Background: an optimization exercise with open tools, aiming at small area. Do not read the settings as production practice. Where RTL was checked, it was by simulation tests only, not by an equivalence proof against the original. Power and IR drop assume default switching activity.

## the baseline
==> flow/design.v <==
module ts100_fprog (
    input  wire        clk,
    input  wire        rst_n,
    input  wire        h_valid,
    input  wire        h_write,
    input  wire [2:0]  h_size,
    input  wire [5:0]  h_addr,
    input  wire [31:0] h_wdata,
    output reg  [31:0] h_rdata,
    output wire        h_err,
    output wire [1:0]  a_op,
    output wire [31:0] a_addr,
    output wire [31:0] a_wdata,
    input  wire [31:0] a_rdata
);
    reg [31:0] fl_addr;
    reg [31:0] fl_data;
    reg [31:0] op_data;
    reg [13:2] op_addr;
    reg [4:0]  wcnt;
    reg [1:0]  os;
    reg        aw;
    reg        ck;
    reg        eop;
    reg        wrperr;
    reg        pgerr;
    reg        verr;
    reg        cmderr;
    reg [3:0]  errcode;
    wire bsy = os[1] | os[0];
    wire locked = ~bsy & aw;
    wire keyseq = ~bsy & ck;
    assign h_err = (h_size != 3'd4) | (h_addr[1:0] != 2'b00);
    wire       wr = h_valid & h_write & ~h_err;
    wire [3:0] ra = h_addr[5:2];
    wire wr_key  = wr & (ra == 4'h8);
    wire wr_cmd  = wr & (ra == 4'h9);
    wire wr_addr = wr & (ra == 4'hA);
    wire wr_data = wr & (ra == 4'hB);
    wire wr_stat = wr & (ra == 4'hC);
    wire [31:0] stat_val = {14'd0, os, 3'd0, keyseq, errcode, 1'b0,
                            cmderr, verr, pgerr, wrperr, eop, locked, bsy};
    always @(*) begin
        case (ra)
            4'hA:    h_rdata = fl_addr;
            4'hB:    h_rdata = fl_data;
            4'hC:    h_rdata = stat_val;
            default: h_rdata = 32'd0;
        endcase
    end
    wire in_range  = (fl_addr[31:14] == 18'h02000);
    wire page_algn = (fl_addr[9:0] == 10'd0);
    wire word_algn = (fl_addr[1:0] == 2'd0);
    wire page_wrp  = (fl_addr[13:10] == 4'h0) | (fl_addr[13:10] == 4'hF);
    wire c_res   = |h_wdata[31:2];
    wire c_any   = ~c_res & (h_wdata[1] | h_wdata[0]);    
    wire c_op    = ~c_res & (h_wdata[1] ^ h_wdata[0]);    
    wire c_lk    = ~c_res & h_wdata[1] & h_wdata[0];      
    wire c_algn  = h_wdata[1] ? word_algn : page_algn;
    wire e_res   = wr_cmd & c_res;                                    
    wire e_busy  = wr_cmd & c_any & bsy;                              
    wire do_lock = wr_cmd & c_lk & ~bsy;
    wire c_run   = wr_cmd & c_op & ~bsy;
    wire e_lckd  = c_run & aw;                                        
    wire c_chk   = c_run & ~aw;
    wire e_range = c_chk & ~in_range;                                 
    wire e_align = c_chk & in_range & ~c_algn;                        
    wire e_wrp   = c_chk & in_range & c_algn & page_wrp;              
    wire accept  = c_chk & in_range & c_algn & ~page_wrp;
    wire k_act   = wr_key & locked;
    wire k_match = ((h_wdata & 32'h7777_7777) == 32'h4567_0123) &
                   ((h_wdata & 32'h8888_8888) == ({32{ck}} & 32'h8888_8888));
    wire e_key   = k_act & ~k_match;                                  
    wire tick = bsy & ~wr;
    assign a_op[1] = tick & ~aw & ~ck & (os[1] ^ os[0]);
    assign a_op[0] = tick & os[1] & (os[0] | ~aw);
    assign a_addr  = {18'h02000, op_addr, 2'b00};
    assign a_wdata = op_data;
    wire ones    = &a_rdata;
    wire match   = (a_rdata == op_data);
    wire st_ok   = ~a_rdata[1] & a_rdata[0];
    wire st_fail = a_rdata[1] & ~a_rdata[0];
    wire last_w  = &op_addr[9:2];
    wire tmo     = (wcnt == 5'b10000) & ~ck;  
    wire vfy     = tick & os[1] & os[0];
    wire e_ver   = vfy & (ck ? ~match : ~ones);                       
    wire v_done  = vfy & ~e_ver & (ck | last_w);
    wire v_next  = vfy & ~e_ver & ~ck & ~last_w;
    wire awt     = tick & aw;                 
    wire go_v    = awt & st_ok;
    wire e_fail  = awt & st_fail;                                     
    wire e_tmo   = awt & ~st_ok & ~st_fail & tmo;                     
    wire pchk    = tick & ~aw & ck & ~os[0];  
    wire e_ne    = pchk & ~ones;                                      
    wire issue   = tick & ~aw & ~ck & (os[1] ^ os[0]);
    wire finish  = e_ver | v_done | e_fail | e_tmo | e_ne;
    wire set_cmd = e_res | e_busy | e_lckd | e_key | e_range | e_align;
    wire set_pg  = e_ne | e_fail | e_tmo;
    wire raise   = set_cmd | e_wrp | set_pg | e_ver;
    wire [3:0] code;
    assign code[0] = e_res | e_lckd | e_range | e_wrp | (e_fail & ~os[1]) | e_tmo;
    assign code[1] = e_busy | e_lckd | e_align | e_wrp | (e_fail & os[1]) | e_tmo;
    assign code[2] = e_key | e_range | e_align | e_wrp | e_ver;
    assign code[3] = set_pg | e_ver;
    wire no_err  = ~wrperr & ~pgerr & ~verr & ~cmderr;
    wire w1c_clr = wr_stat & ~(wrperr & ~h_wdata[3]) & ~(pgerr & ~h_wdata[4]) &
                   ~(verr & ~h_wdata[5]) & ~(cmderr & ~h_wdata[6]);
    wire ea_ld = wr_addr & rst_n, ea_hd = ~wr_addr & rst_n;
    wire ed_ld = wr_data & rst_n, ed_hd = ~wr_data & rst_n;
    always @(posedge clk) begin
        fl_addr <= (h_wdata & {32{ea_ld}}) | (fl_addr & {32{ea_hd}});
        fl_data <= (h_wdata & {32{ed_ld}}) | (fl_data & {32{ed_hd}});
    end
    always @(posedge clk) begin
        if (accept) begin
            op_addr <= fl_addr[13:2];
            op_data <= fl_data;
        end else if (v_next) begin
            op_addr[9:2] <= op_addr[9:2] + 8'd1;
        end
        if (!aw)
            wcnt <= 5'd0;
        else if (tick)
            wcnt <= {wcnt[3:0], ck};
    end
    always @(posedge clk) begin
        if (!rst_n) begin
            aw <= 1'b1;
            ck <= 1'b0;
        end else if (accept) begin
            aw <= 1'b0;
            ck <= h_wdata[1];
        end else if (finish | do_lock) begin
            aw <= do_lock;
            ck <= 1'b0;
        end else if (k_act) begin
            aw <= ~(ck & k_match);
            ck <= ~ck & k_match;
        end else begin
            if (issue) aw <= 1'b1;
            if (awt) ck <= wcnt[4] ^ wcnt[3] ^ ({wcnt[3:0], ck} == 5'd0);
            if (go_v) begin
                aw <= 1'b0;
                ck <= os[1];
            end
            if (pchk) ck <= 1'b0;
        end
    end
    always @(posedge clk) begin
        if (!rst_n) begin
            os      <= 2'd0;
            eop     <= 1'b0;
            wrperr  <= 1'b0;
            pgerr   <= 1'b0;
            verr    <= 1'b0;
            cmderr  <= 1'b0;
            errcode <= 4'd0;
        end else begin
            if (accept)      os <= h_wdata[1:0];
            else if (finish) os <= 2'd0;
            else if (go_v)   os <= 2'd3;
            eop    <= (eop    & ~(wr_stat & h_wdata[2])) | v_done;
            wrperr <= (wrperr & ~(wr_stat & h_wdata[3])) | e_wrp;
            pgerr  <= (pgerr  & ~(wr_stat & h_wdata[4])) | set_pg;
            verr   <= (verr   & ~(wr_stat & h_wdata[5])) | e_ver;
            cmderr <= (cmderr & ~(wr_stat & h_wdata[6])) | set_cmd;
            if (raise & no_err) errcode <= code;
            else if (w1c_clr)   errcode <= 4'd0;
        end
    end
endmodule
Settings: LEC_CHECK=0, CAP_MARGIN=20, CORE_MARGIN=2, CORE_UTILIZATION=40, PLACE_DENSITY=0.7, SLEW_MARGIN=20; clock period 10.0 ns.
standard.sh (not shown) runs the stock make flow with config.mk's settings and CLKGATE_MAP_FILE= SYNTH_SCRIPT=/design/flow/synth_recipe.tcl, a recipe that flattens the netlist after the stock synthesis.
==> flow/flow/run.sh <==
#!/bin/bash
# The standard layout with three changes:
#  * after the standard synthesis, the combinational logic is re-mapped for
#    area with ABC (flip-flops and their names untouched, see remap.sh);
#  * the port buffers are the smallest buffer cell;
#  * the clock tree uses clkbuf_4 cells and no dummy loads.
set -euo pipefail
cd "$(dirname "$0")/.."
work=$PWD
export BUFFER_PORTS_ARGS="-buffer_cell sky130_fd_sc_hd__buf_1"
export CTS_ARGS="-sink_clustering_enable -repair_clock_nets -dont_use_dummy_load -sink_clustering_size 10 -buf_list {sky130_fd_sc_hd__clkbuf_2 sky130_fd_sc_hd__clkbuf_4}"
res=$work/orfs/results/$FLOW_PLATFORM/ts100_fprog/base
lib=$FLOW_HOME/platforms/$FLOW_PLATFORM/lib/sky130_fd_sc_hd__tt_025C_1v80.lib

# 1. standard synthesis, up to the Yosys netlist
bash standard.sh "$res/1_2_yosys.v" > standard_synth.log 2>&1

# 2. area re-map of the combinational logic
cp "$res/1_2_yosys.v" "$work/synth_standard.v"
bash flow/remap.sh "$work/synth_standard.v" "$work/synth_remap.v" "$lib" "$work/flow/remap.abc" > remap.log 2>&1
cp "$work/synth_remap.v" "$res/1_2_yosys.v"
touch "$res/1_2_yosys.v"

# 3. the rest of the standard layout
bash standard.sh finish > standard_flow.log 2>&1
==> flow/flow/remap.abc <==
&get -n
&st
&deepsyn -T 60
&dch -f
&nf -R 1000 -p
&put
topo
==> flow/flow/remap.sh <==
#!/bin/bash
# remap.sh IN.v OUT.v LIB ABC_SCRIPT
# Re-maps the combinational logic of a mapped netlist for area with ABC. Every
# flip-flop and tie cell instance is kept as it is (same name, same cell), so
# the registers stay those of the standard synthesis.
set -euo pipefail
in=$1; out=$2; lib=$3; script=$4
yosys_bin=$(command -v yosys || echo "$FLOW_HOME/../tools/install/yosys/bin/yosys")
keep=$(grep -oE "sky130_fd_sc_hd__(df|edf|sdf|dl|conb)[a-z0-9_]*" "$in" | sort -u | tr '\n' ' ')
cat > "$out.ys" <<EOT
read_liberty -ignore_miss_func $lib
read_verilog $in
hierarchy -top $FLOW_TOP
setattr -mod -set keep_hierarchy 1 $keep
flatten
rename -hide w:*.*
opt_clean -purge
abc -liberty $lib -dont_use sky130_fd_sc_hd__probe_p_8 -dont_use sky130_fd_sc_hd__probec_p_8 -dont_use sky130_fd_sc_hd__lpflow_* -script $script
splitnets
opt_clean -purge
hilomap -singleton -hicell sky130_fd_sc_hd__conb_1 HI -locell sky130_fd_sc_hd__conb_1 LO
insbuf -buf sky130_fd_sc_hd__buf_4 A X
blackbox $keep
write_verilog -noattr -noexpr $out
EOT
"$yosys_bin" -s "$out.ys"
## Diff of input files: the candidate against the baseline
--- a/flow/design.v
+++ b/flow/design.v
@@ -17,7 +17,7 @@
     reg [31:0] fl_data;
     reg [31:0] op_data;
     reg [13:2] op_addr;
-    reg [4:0]  wcnt;
+    reg [5:0]  wcnt;
     reg [1:0]  os;
     reg        aw;
     reg        ck;
@@ -30,7 +30,7 @@
     wire bsy = os[1] | os[0];
     wire locked = ~bsy & aw;
     wire keyseq = ~bsy & ck;
-    assign h_err = (h_size != 3'd4) | (h_addr[1:0] != 2'b00);
+    assign h_err = h_valid & ((h_size != 3'd4) | (h_addr[1:0] != 2'b00));
     wire       wr = h_valid & h_write & ~h_err;
     wire [3:0] ra = h_addr[5:2];
     wire wr_key  = wr & (ra == 4'h8);
@@ -81,7 +81,7 @@
     wire st_ok   = ~a_rdata[1] & a_rdata[0];
     wire st_fail = a_rdata[1] & ~a_rdata[0];
     wire last_w  = &op_addr[9:2];
-    wire tmo     = (wcnt == 5'b10000) & ~ck;  
+    wire tmo     = (wcnt == 6'b100000);       
     wire vfy     = tick & os[1] & os[0];
     wire e_ver   = vfy & (ck ? ~match : ~ones);                       
     wire v_done  = vfy & ~e_ver & (ck | last_w);
@@ -119,9 +119,9 @@
             op_addr[9:2] <= op_addr[9:2] + 8'd1;
         end
         if (!aw)
-            wcnt <= 5'd0;
+            wcnt <= 6'd0;
         else if (tick)
-            wcnt <= {wcnt[3:0], ck};
+            wcnt <= {wcnt[4:0], wcnt[5] ^ wcnt[4] ^ (wcnt[4:0] == 5'd0)};
     end
     always @(posedge clk) begin
         if (!rst_n) begin
@@ -138,7 +138,6 @@
             ck <= ~ck & k_match;
         end else begin
             if (issue) aw <= 1'b1;
-            if (awt) ck <= wcnt[4] ^ wcnt[3] ^ ({wcnt[3:0], ck} == 5'd0);
             if (go_v) begin
                 aw <= 1'b0;
                 ck <= os[1];
Looking only at number of cells on the critical path, and setting everything else aside, the higher value of the candidate and the baseline goes to the candidate.
Area fraction of clock buffers and clock inverters: the candidate vs the baseline — no meaningful difference
Number of cells on the worst reg-to-reg path, the candidate and the baseline: smaller value in the candidate
Looking only at total track usage, and setting everything else aside, the higher value of the candidate and the baseline goes to the baseline.
The candidate has largest net degree at the start of global routing above what the baseline had.
Comparing the candidate and the baseline, the lower power was measured on the baseline.
The standard cells in the candidate occupy more silicon area than those in the baseline do.
The candidate and the baseline ended up with roughly the same proportion of cell area occupied by registers.
In the candidate, the share of the clock period used by the worst path after layout came out 1.4 points below the value in the baseline.
NOTE total wire length the baseline->the candidate decreased by a few percent
Only the layout flow was run in the candidate; the RTL was not checked for function there.

==> static timing again, ports no longer ideal <==
No port has a modelled driver above. Below, the same layouts with a new extraction and two added sets of constraints. Step 1 assumes that a clkbuf_16 drives the clock port and a buf_2 every other input. Step 2 adds t to the input delays and takes it off the output delays; t is the mean of the earliest and latest rising clock arrival at the registers after step 1. Input paths then give back, and output paths get back, about the clock's delay inside the block. a / b / c = no drivers / after step 1 / after step 2; a / b = the first two.
| run | t, ns | setup slack, ns | worst setup path after step 2 |
|---|---|---|---|
| the baseline | 0.560 | 4.398 / 4.369 / 4.369 | input to output |
| the candidate | 0.551 | 4.536 / 4.517 / 4.517 | input to output |
After both steps setup and hold are still met in every run listed. For the baseline, which loses most, drivers alone change the setup slack by -0.029 ns; drivers and shift together by -0.029 ns.
